What follows belongs to an exercise in optimizing a design on an open flow for small area, a short achievable clock period and few clock cycles per item; a production flow would make more cautious choices.
In this exercise RTL edits were held to simulation tests only and were not proved equivalent to the original.
Power figures rest on the tool's default switching activity, not on a simulated workload.

==> design.v <==
module ibc_rescale (
    input  wire [7:0] c,         
    input  wire [2:0] ob_m1,     
    input  wire [7:0] nb_mask,   
    input  wire [2:0] r,         
    output wire [7:0] q          
);
    wire [7:0] hi_mask = 8'hFE << ob_m1;
    wire       over    = |(c & hi_mask);
    function [14:0] stream(input [7:0] v, input [2:0] o);
        case (o)
            3'd0: stream = {15{v[0]}};
            3'd1: stream = {{7{v[1:0]}}, v[1]};
            3'd2: stream = {5{v[2:0]}};
            3'd3: stream = {{3{v[3:0]}}, v[3:1]};
            3'd4: stream = {{3{v[4:0]}}};
            3'd5: stream = {{2{v[5:0]}}, v[5:3]};
            3'd6: stream = {{2{v[6:0]}}, v[6]};
            default: stream = {v[7:0], v[7:1]};
        endcase
    endfunction
    wire [14:0] ws = stream(c, ob_m1);
    wire [7:0] b = ws[14:7];                     
    wire [14:0] sh = ws << r;
    wire [7:0] a = sh[14:7];                     
    function ge7(input [6:0] x, input [6:0] y);
        integer k;
        begin
            ge7 = 1'b1;
            for (k = 0; k < 7; k = k + 1)
                ge7 = (x[k] & ~y[k]) | (~(x[k] ^ y[k]) & ge7);
        end
    endfunction
    wire ge = ge7(a[6:0], b[6:0]);
    wire up = a[7] & ~b[7] & ge;
    wire dn = ~a[7] & b[7] & ~ge;
    function [7:0] step(input [7:0] v, input [7:0] m, input u, input d);
        integer k;
        reg run;
        begin
            run = u | d;
            for (k = 0; k < 8; k = k + 1) begin
                step[k] = v[k] ^ run;
                run     = run & ((v[k] ^ d) | ~m[k]);
            end
        end
    endfunction
    assign q = step(b, nb_mask, up, dn) | {8{over}};
endmodule
module ibc_pal_pack (
    input  wire        clk,
    input  wire        rst,           
    input  wire        in_valid,
    output wire        in_ready,
    input  wire [7:0]  in_r,
    input  wire [7:0]  in_g,
    input  wire [7:0]  in_b,
    input  wire [7:0]  in_a,
    input  wire [2:0]  in_bpc_m1,     
    input  wire [2:0]  in_bits_m1,    
    input  wire        in_alpha,      
    output reg         out_valid,
    input  wire        out_ready,
    output reg  [31:0] out_value
);
    reg        e_valid;
    reg  [7:0] e_f0, e_f1, e_f2, e_f3;
    reg  [2:0] e_ob_m1, e_nb_m1;
    wire [7:0] nb_mask = ~(8'h7F >> e_nb_m1);
    function [2:0] nb_mod_ob(input [2:0] ob_m1, input [2:0] nb_m1);
        integer o, m;
        begin
            nb_mod_ob = 3'd0;
            for (o = 0; o < 8; o = o + 1)
                for (m = 0; m < 8; m = m + 1)
                    if (ob_m1 == o && nb_m1 == m)
                        nb_mod_ob = (m + 1) % (o + 1);
        end
    endfunction
    wire [2:0] r = nb_mod_ob(e_ob_m1, e_nb_m1);
    wire [31:0] f;                   
    ibc_rescale u_f0 (.c(e_f0), .ob_m1(e_ob_m1), .nb_mask(nb_mask), .r(r), .q(f[31:24]));
    ibc_rescale u_f1 (.c(e_f1), .ob_m1(e_ob_m1), .nb_mask(nb_mask), .r(r), .q(f[23:16]));
    ibc_rescale u_f2 (.c(e_f2), .ob_m1(e_ob_m1), .nb_mask(nb_mask), .r(r), .q(f[15:8]));
    ibc_rescale u_f3 (.c(e_f3), .ob_m1(e_ob_m1), .nb_mask(nb_mask), .r(r), .q(f[7:0]));
    wire [31:0] pk [1:8];
    genvar gn, gi;
    generate
        for (gn = 1; gn <= 8; gn = gn + 1) begin : g_nb
            for (gi = 0; gi < 32; gi = gi + 1) begin : g_bit
                if (gi < 4 * gn)
                    assign pk[gn][gi] = f[8 * (gi / gn) + 8 - gn + (gi % gn)];
                else
                    assign pk[gn][gi] = 1'b0;
            end
        end
    endgenerate
    wire [31:0] pack_v =
        {32{e_nb_m1 == 3'd0}} & pk[1] |
        {32{e_nb_m1 == 3'd1}} & pk[2] |
        {32{e_nb_m1 == 3'd2}} & pk[3] |
        {32{e_nb_m1 == 3'd3}} & pk[4] |
        {32{e_nb_m1 == 3'd4}} & pk[5] |
        {32{e_nb_m1 == 3'd5}} & pk[6] |
        {32{e_nb_m1 == 3'd6}} & pk[7] |
        {32{e_nb_m1 == 3'd7}} & pk[8];
    reg         skid_valid;
    reg  [31:0] skid_value;
    reg  ready;
    assign in_ready = ready;
    wire take = !(e_valid && skid_valid);
    wire out_free = !out_valid || out_ready;
    always @(posedge clk) begin
        if (rst) begin
            ready      <= 1'b1;
            e_valid    <= 1'b0;
            out_valid  <= 1'b0;
            skid_valid <= 1'b0;
        end else begin
            if (take)
                ready <= !(in_valid && !out_free && (skid_valid || e_valid));
            else
                ready <= out_free;
            if (take)
                e_valid <= in_valid;
            else if (out_free)
                e_valid <= 1'b0;     
            if (out_free) begin
                out_valid  <= skid_valid || e_valid;
                skid_valid <= skid_valid && e_valid;
            end else begin
                skid_valid <= skid_valid || e_valid;
            end
        end
        if (take) begin
            e_f0    <= in_alpha ? in_r : 8'd0;
            e_f1    <= in_alpha ? in_g : in_r;
            e_f2    <= in_alpha ? in_b : in_g;
            e_f3    <= in_alpha ? in_a : in_b;
            e_ob_m1 <= in_bpc_m1;
            e_nb_m1 <= in_bits_m1;
        end
        if (out_free)
            out_value <= skid_valid ? skid_value : pack_v;
        if (!skid_valid || out_free)
            skid_value <= pack_v;
    end
endmodule
==> flow/run.sh <==
#!/bin/bash
# Own layout flow: the standard flow (standard.sh), with these changes in how the
# layout is made:
#  - synthesis maps the logic with an area-oriented ABC script (flow/abc_area.script,
#    used through ABC_AREA=1 from a copy of ORFS's scripts folder) and leaves adders to
#    ABC (no ADDER_MAP_FILE); everything else in the synthesis, and so every register
#    and its name and cell type, is the standard synthesis's;
#  - the resizer's timing repair aims for extra setup slack (SETUP_SLACK_MARGIN), so it
#    speeds up the paths from the input ports and to the output ports;
#  - every input and output port still gets a buffer, but a plain buf_1 in place of the
#    delay cell buffer_ports picks by default; the resizer sizes it up where timing needs.
# Each tool's output goes to a log file of its own in the work folder.
set -euo pipefail
W=$(pwd)
rm -rf "$W/scripts_local"
cp -r "$FLOW_HOME/scripts" "$W/scripts_local"
cp "$W/flow/abc_area.script" "$W/scripts_local/abc_area.script"

bash standard.sh SCRIPTS_DIR="$W/scripts_local" ADDER_MAP_FILE= synth > "$W/synth.log" 2>&1
bash standard.sh SETUP_SLACK_MARGIN="${MARGIN:-37.5}" \
    BUFFER_PORTS_ARGS="-buffer_cell sky130_fd_sc_hd__buf_1" finish > "$W/layout.log" 2>&1
test -s "$W/out/final.def"
==> flow/abc_area.script <==
strash
&get -n
&fraig -x
&put
scorr
dc2
strash
&get -n
&deepsyn -T 120
&put
dch -f
amap
==> standard.sh <==
#!/bin/bash
# synth_recipe.tcl (not shown) runs the flow's synth.tcl, then flattens the netlist and writes it again
# the make line also repeats each setting of config.mk as NAME=value (left out here)
make -C /OpenROAD-flow-scripts/flow DESIGN_CONFIG=/design/flow/config.mk WORK_HOME=/design/flow/orfs CLKGATE_MAP_FILE= SYNTH_SCRIPT=/design/flow/synth_recipe.tcl "${@:-finish}"
==> config.mk <==
export PLATFORM = sky130hd
export DESIGN_NAME = ibc_pal_pack
export DESIGN_NICKNAME = ibc_pal_pack
export VERILOG_FILES = /design/flow/design.v
export SDC_FILE = /design/flow/constraint.sdc
export NUM_CORES = 4
export LEC_CHECK = 0
export ABC_AREA = 1
export CAP_MARGIN = 20
export CORE_MARGIN = 2
export CORE_UTILIZATION = 50
export CTS_BUF_LIST = sky130_fd_sc_hd__clkbuf_16
export CTS_CLUSTER_DIAMETER = 200
export CTS_CLUSTER_SIZE = 36
export PLACE_DENSITY = 0.65
export SLEW_MARGIN = 20
==> constraint.sdc <==
create_clock -name core_clock -period 48.0 [get_ports {clk}]
set_input_delay 9.6000 -clock core_clock [delete_from_list [all_inputs] [get_ports {clk}]]
set_output_delay 9.6000 -clock core_clock [all_outputs]
set_load 0.01 [all_outputs]
==> flow_metrics.env, run 1 <==
export IMPL_end_kind="primary output"
export IMPL_cp_start_kind="flip-flop"
export IMPL_fmax_mhz=95.2
export IMPL_max_slew_margin_rel=0.321
export IMPL_syn_instance_count=883
export IMPL_ys_types=38
export IMPL_ys_warnings_count=2
export IMPL_gr_max_usage_layer="met2"
export IMPL_n_fill_cell=1245
export IMPL_status="timing/DRC/antenna clean"
export IMPL_period_share=0.219
export IMPL_place_congestion=1.05
export IMPL_dieArea_mm2=0.0154
export IMPL_synth_simple_area_share=0.165
export IMPL_grt_pass1_wl_mm=37.7
export IMPL_path_delay_family="flip-flops"
export IMPL_yosysTopAreaCell="edfxtp_1"
export IMPL_criticalPathCategory="flip-flop to primary output"
export IMPL_postCtsHoldBufs=0
export IMPL_setup_viol_count_final=0
export IMPL_fin_area_mm2=0.00819
export IMPL_synth_mux_area_frac=0
export IMPL_synth_xor_area_share=0
export IMPL_wl_per_cell_um=20.6
export IMPL_gr_total_overflow=0
export IMPL_synthTopCellsByArea="edfxtp_1, nor2_1, clkinv_1, o22ai_1, o21ai_0"
export IMPL_synth_seq_area_share=0.437
export IMPL_initial_core_util=0.515
export IMPL_max_cap_viol_count=0
export IMPL_ys_flop_type="edfxtp_1"
export IMPL_track_usage=0.320
export IMPL_synth_compound_area_frac=0.330
export IMPL_drt_total_wl_mm=24.2
export IMPL_syn_avg_cell_area_um2=8.15
export IMPL_timing_hold_violations_final=0
export IMPL_synth_top_family_by_area="compound AO/OA/AOI/OAI gates"
export IMPL_syn_to_final_growth_pct=13.7
export IMPL_clk_path_buf_depth=2
export IMPL_clock_latency_ps=360
export IMPL_drtIter0Drc=971
export IMPL_finalCriticalPeriod_ps=10510
export IMPL_final_cells=1172
export IMPL_diodes=0
export IMPL_tightestPinTransition_ps=1010
export IMPL_final_core_util=0.585
export IMPL_slowest_delay_ps=400
export IMPL_placementRows=43
export IMPL_core_area_mm2=0.0140
export IMPL_synth_nets=926
export IMPL_asyncSetResetFlopFracSynth=0
export IMPL_use_met1=0.408
export IMPL_cts_root_buf="clkbuf_16"
export IMPL_use_met2=0.534
export IMPL_ir_drop_mv=0.0161
export IMPL_htreeDepth=3
export IMPL_cts_sinks=106
export IMPL_die_h_um=124
export IMPL_numPortBuffers=76
export IMPL_grtUsageMet3=0.0435
export IMPL_p_leak_nw=2.84
export IMPL_dp_hpwl_mm=18.3
export IMPL_cp_arrival_ps=910
export IMPL_critPathBufInv=1
export IMPL_clkTransAtPathRegs_ps=80
export IMPL_path_cells="clkbuf_2"
export IMPL_cts_tree="yes"
export IMPL_antenna_found_initial=0
export IMPL_yosys_area_share_adder=0
export IMPL_grt_max_degree=40
export IMPL_drive_above_1_share=0.0524
export IMPL_vias=7797
export IMPL_p_per_area_mw_per_mm2=34.3
export IMPL_dpl_instance_area_mm2=0.00786
export IMPL_grt_pass1_vias=7153
export IMPL_drc=0
export IMPL_drv_slew=0
export IMPL_synth_edf_count=102
export IMPL_finClkSkew_ps=13.8
export IMPL_crit_fanout=1
export IMPL_dr_pass1_iters=8
export IMPL_required_ps=38400
export IMPL_viasPerCell=6.65
export IMPL_rsz0062_at_grt="yes"
export IMPL_cts_made_buffers=9
export IMPL_postRouteAntennaNets=0
export IMPL_ys_top_cells_by_count="nor2_1, clkinv_1, edfxtp_1"
export IMPL_reg2reg_slack_ps=38660
export IMPL_yosysMostFrequentCell="nor2_1"
export IMPL_tns_ps=0
export IMPL_synth_area_mm2=0.00720
export IMPL_synth_top_area_frac=0.425
export IMPL_placedCellCount=1156
export IMPL_holdCritPathClass="flip-flop to flip-flop"
export IMPL_die_w_um=124
export IMPL_boundaryPins=77
export IMPL_crit_slowest_cell="edfxtp_1"
export IMPL_fin_nets=1030
export IMPL_ys_ff_latch=106
==> worst paths after layout <==
| check | to | startpoint | cells past startpoint |
|---|---|---|---|
| setup reg to reg | out_value[4]$_DFFE_PP_ | e_ob_m1[0]$_DFFE_PN_ | 27 |
| setup / recovery | out_value[2] | out_value[2]$_DFFE_PP_ | 1 |
| hold / removal | out_value[9]$_DFFE_PP_ | skid_value[9]$_DFFE_PP_ | 2 |
| hold reg to reg | out_value[9]$_DFFE_PP_ | skid_value[9]$_DFFE_PP_ | 2 |
==> cell usage in the layout (no fill, tap or decap), types with 22 or more instances in the layout <==
| cell type | netlist | routed |
|---|---|---|
| nor2_1 | 192 | 192 |
| clkinv_1 | 130 | 128 |
| edfxtp_1 | 102 | 102 |
| o22ai_1 | 76 | 76 |
| o21ai_0 | 73 | 73 |
| nand2_1 | 62 | 61 |
| buf_1 | 0 | 61 |
| a21oi_1 | 47 | 47 |
| o22a_1 | 27 | 27 |
| o221ai_1 | 22 | 22 |
==> routing by layer <==
layer  routed length [um]  part of all wire
met4                 1110             0.046
met5                    0                 0
met2                11500              0.47
met1                 9690              0.40
met3                 1890             0.078
==> sequential cells by signal, summed over array words and instances (netlist names) <==
register / flops
e_f0: 8
e_f1: 8
e_f2: 8
e_f3: 8
e_nb_m1: 3
e_ob_m1: 3
e_valid: 1
out_valid: 1
out_value: 32
ready: 1
skid_valid: 1
skid_value: 32
==> report_power, final <==
group          internal, mW  leakage (nW)  switching (mW)
combinational        0.0289          1.55          0.0572
clock                0.0409         0.145          0.0352
sequential            0.113          1.14         0.00523
==> cells by family (layout without fill, tap and decap cells) <==
kind of cell	after synthesis	count (layout)
AOI/OAI and AO/OA	352	352
buffers and inverters	130	239
DFF	106	106
and+or+nand+nor	295	295
==> through the flow <==
step | setup slack (ps) | power, mW | hold slack, ps
floorplan | 37580 | 0.176 | 500
global placement | 37080 | 0.200 | 512
detailed placement | 36980 | 0.203 | 516
CTS | 37490 | 0.277 | 538
global route | 37470 | 0.294 | 549
finish | 37490 | 0.280 | 532
==> what timing repair did <==
item                       4_1_cts  5_1_grt
buffers inserted                 0        0
setup endpoints to repair       23       17
gates cloned                     0        0
pin swaps                        0        0
gates resized for setup          1       16
==> cell type report <==
cell class | instances | area (um2) | area share
Clock buffer | 9 | 225 | 0.0275
Clock inverter | 7 | 77.6 | 0.00948
Inverter | 130 | 495 | 0.0605
Multi-Input combinational cell | 647 | 3590 | 0.438
Sequential cell | 106 | 3140 | 0.384
Tap cell | 180 | 225 | 0.0275
Timing Repair Buffer | 93 | 432 | 0.0527
Testbench counts, summed over its fixed seeds: cycles 16,016, items 16,000.
==> inputs of run 2 (changes only) <==
--- a/design.v
+++ b/design.v
@@ -132,17 +132,19 @@
                 skid_valid <= skid_valid || e_valid;
             end
         end
+        e_f0    <= {8{take &&  in_alpha}} & in_r | {8{!take}} & e_f0;
+        e_f1    <= {8{take &&  in_alpha}} & in_g | {8{take && !in_alpha}} & in_r | {8{!take}} & e_f1;
+        e_f2    <= {8{take &&  in_alpha}} & in_b | {8{take && !in_alpha}} & in_g | {8{!take}} & e_f2;
+        e_f3    <= {8{take &&  in_alpha}} & in_a | {8{take && !in_alpha}} & in_b | {8{!take}} & e_f3;
         if (take) begin
-            e_f0    <= in_alpha ? in_r : 8'd0;
-            e_f1    <= in_alpha ? in_g : in_r;
-            e_f2    <= in_alpha ? in_b : in_g;
-            e_f3    <= in_alpha ? in_a : in_b;
             e_ob_m1 <= in_bpc_m1;
             e_nb_m1 <= in_bits_m1;
         end
-        if (out_free)
-            out_value <= skid_valid ? skid_value : pack_v;
-        if (!skid_valid || out_free)
-            skid_value <= pack_v;
+        out_value  <= {32{out_free && skid_valid}}  & skid_value |
+                      {32{out_free && !skid_valid}} & pack_v     |
+                      {32{!out_free}}               & out_value;
+        skid_value <= {32{!skid_valid}}            & pack_v |
+                      {32{out_free}}               & pack_v |
+                      {32{skid_valid && !out_free}} & skid_value;
     end
 endmodule
==> flow/abc_area.script (replaced) <==
strash
&get -n
&fraig -x
&put
scorr
dc2
strash
&get -n
&deepsyn -T 300
&put
dch -f
amap
--- a/config.mk
+++ b/config.mk
@@ -9,8 +9,6 @@
 export CAP_MARGIN = 20
 export CORE_MARGIN = 2
 export CORE_UTILIZATION = 50
-export CTS_BUF_LIST = sky130_fd_sc_hd__clkbuf_16
-export CTS_CLUSTER_DIAMETER = 200
-export CTS_CLUSTER_SIZE = 36
+export CTS_BUF_LIST = sky130_fd_sc_hd__clkbuf_8
 export PLACE_DENSITY = 0.65
 export SLEW_MARGIN = 20
==> flow_metrics.env, run 2 <==
export IMPL_status="timing/DRC/antenna clean"
export IMPL_slowest_delay_ps=360
export IMPL_cts_tree="yes"
export IMPL_synth_nets=1034
export IMPL_path_delay_family="flip-flops"
export IMPL_vias=8414
export IMPL_drc=0
export IMPL_p_leak_nw=2.83
export IMPL_crit_slowest_cell="dfxtp_2"
export IMPL_path_cells="buf_2"
export IMPL_reg2regPathDepth=28
export IMPL_ir_drop_mv=0.0235
export IMPL_grt_pass1_vias=7628
export IMPL_clock_latency_ps=400
export IMPL_die_h_um=120
export IMPL_cp_num_cells=1
export IMPL_drt_total_wl_mm=25.0
export IMPL_diodes=0
export IMPL_syn_avg_cell_area_um2=6.84
export IMPL_track_usage=0.344
export IMPL_finClkSkew_ps=12.4
export IMPL_final_seq_area_mm2=0.00222
export IMPL_fmax_mhz=95.5
export IMPL_syn_instance_count=991
export IMPL_p_per_area_mw_per_mm2=31.4
export IMPL_drive_above_1_share=0.105
export IMPL_drv_slew=0
export IMPL_ys_ff_latch=106
export IMPL_gr_total_overflow=0
export IMPL_grt_pass1_wl_mm=39.6
export IMPL_yosysTopAreaCell="dfxtp_1"
export IMPL_criticalPathCategory="flip-flop to primary output"
export IMPL_clkTransAtPathRegs_ps=110
export IMPL_ys_flop_type="dfxtp_1"
export IMPL_tightestPinTransition_ps=1120
export IMPL_mostFrequentLayoutCell="nor2_1"
export IMPL_hold_ws_ps=457
export IMPL_rsz0062_at_grt="yes"
export IMPL_ys_top_cells_by_count="nor2_1, clkinv_1, dfxtp_1"
export IMPL_holdCritPathClass="flip-flop to flip-flop"
export IMPL_tns_ps=0
export IMPL_layout_common_cells="nor2_1, clkinv_1, o21ai_0, dfxtp_1, nand2_1"
export IMPL_whs_path_depth=2
export IMPL_core_area_mm2=0.0132
export IMPL_place_congestion=1.02
export IMPL_period_share=0.218
export IMPL_syn_to_final_growth_pct=16.4
export IMPL_fin_nets=1143
export IMPL_wl_per_cell_um=19.5
export IMPL_numPortBuffers=76
export IMPL_dp_hpwl_mm=18.7
export IMPL_ys_types=41
export IMPL_setup_viol_count_final=0
export IMPL_max_cap_viol_count=0
export IMPL_synthTopCellsByArea="dfxtp_1, nor2_1, clkinv_1, o22ai_1, o21ai_0"
export IMPL_htreeDepth=3
export IMPL_crit_fanout=2
export IMPL_finalCriticalPeriod_ps=10470
export IMPL_required_ps=38400
export IMPL_asyncSetResetFlopFracSynth=0
export IMPL_viasPerCell=6.57
export IMPL_synth_seq_area_share=0.322
export IMPL_antenna_found_initial=0
export IMPL_cts_sinks=106
export IMPL_synth_area_mm2=0.00678
export IMPL_cp_arrival_ps=870
export IMPL_drtIter0Drc=1290
export IMPL_clk_path_buf_depth=2
export IMPL_placementRows=42
export IMPL_reg_top3="out_value: 32 flops, skid_value: 32 flops"
export IMPL_die_w_um=120
export IMPL_initial_core_util=0.512
export IMPL_critPathBufInv=1
export IMPL_boundaryPins=77
export IMPL_cp_start_kind="flip-flop"
export IMPL_grt_max_degree=36
export IMPL_multi_input_area_mm2=0.00415
export IMPL_ys_warnings_count=2
export IMPL_cts_made_buffers=9
export IMPL_cts_root_buf="clkbuf_8"
export IMPL_timing_hold_violations_final=0
export IMPL_dr_pass1_iters=10
export IMPL_postRouteAntennaNets=0
export IMPL_dieArea_mm2=0.0145
export IMPL_n_fill_cell=1364
export IMPL_max_slew_margin_rel=0.252
export IMPL_synth_edf_count=6
export IMPL_synth_top_area_frac=0.295
export IMPL_yosysMostFrequentCell="nor2_1"
export IMPL_end_kind="primary output"
run 2: final timing paths:
kind                                             start                      to  slack, ps
worst max-delay path              out_value[9]$_DFF_P_            out_value[9]      37530
worst min-delay path            skid_value[23]$_DFF_P_  skid_value[23]$_DFF_P_        460
worst max register to register    e_nb_m1[2]$_DFFE_PN_   out_value[14]$_DFF_P_      39280
worst min register to register  skid_value[23]$_DFF_P_  skid_value[23]$_DFF_P_        460
run 2: tightest hold or removal path, delay by kind of cell, from the launching register on:
| family | cells | cell delay (ps) |
|---|---|---|
| AOI/OAI and AO/OA | 1 | 50 |
| buffers and inverters | 1 | 50 |
| DFF | 1 | 320 |
run 2: power breakdown:
part | leakage, nW | switching (mW) | internal [mW]
combinational | 1.81 | 0.0543 | 0.0284
sequential | 0.903 | 0.00597 | 0.0986
clock | 0.109 | 0.0351 | 0.0253
run 2: cell families after synthesis:
group	Yosys count	share of synthesized area
compound gates	375	0.379
xor+xnor	1	0.00129
buf+inv	144	0.0797
flops	106	0.322
simple gates	365	0.219
run 2: layout make-up:
class,count,area share
multi-input cells,742,0.525
flip-flops and latches,106,0.281
inverters,144,0.0742
repair buffers,97,0.0647
well taps,176,0.0279
clock buffers,9,0.0157
clock inverters,7,0.0109
run 2: repair_timing:
action                                  4_1_cts  5_1_grt
hold buffers                                  0        0
cloned                                        1        0
setup buffers                                 3        3
resized for setup                            32       44
pin swaps                                     0        0
endpoints found under the setup margin       65       51
run 2: per-layer routing:
metal  vias to the layer above  GRT usage  part of all wire  routed length (um)
met5                         -          0                 0                   0
met4                         0      0.102             0.025                 630
met3                        60     0.0731              0.10                2600
met2                       498      0.513              0.43               10700
met1                      3919      0.497              0.44               11000
li1                       3937          -                 -                   -
run 2: metrics by stage:
stage | instance area [um2] | utilization | power [mW] | std cells | worst slack [ps]
finish | 7890 | 0.596 | 0.248 | 1281 | 37530
global route | 7890 | 0.596 | 0.261 | 1281 | 37490
CTS | 7790 | 0.588 | 0.244 | 1278 | 37500
detailed placement | 7460 | 0.563 | 0.184 | 1258 | 36710
global placement | 7460 | 0.563 | 0.184 | 1258 | 36740
floorplan | 6840 | - | 0.159 | 991 | 37340
Testbench counts of run 2, summed over its fixed seeds: cycles 16,016, items 16,000.

## static timing again, ports no longer ideal
The results above use ideal ports. As a check the final layouts listed here were re-extracted and re-timed, cells and wires unchanged.
Step 1: set_driving_cell puts a clkbuf_16 on clk and a buf_2 on each other input, an assumption about the parent block.
Step 2 adds t to the input delays and takes it off the output delays; t is the mean of the earliest and latest rising clock arrival at the registers after step 1. Input paths then give back, and output paths get back, about the clock's delay inside the block.
Three values: ideal, step 1, step 2; two values: the first two.
| run | t (ns) | setup slack, ns | worst setup path after step 2 | latest minus earliest clock arrival (ns) |
|---|---|---|---|---|
| run 1 | 0.400 | 37.493 / 37.450 / 37.311 | input to register | 0.014 / 0.014 |
| run 2 | 0.428 | 37.527 / 37.488 / 37.192 | input to register | 0.013 / 0.013 |
After both steps every run listed still meets setup and hold. The setup slack of run 2, which loses most, moves by -0.039 ns with the drivers and by -0.335 ns with both steps.
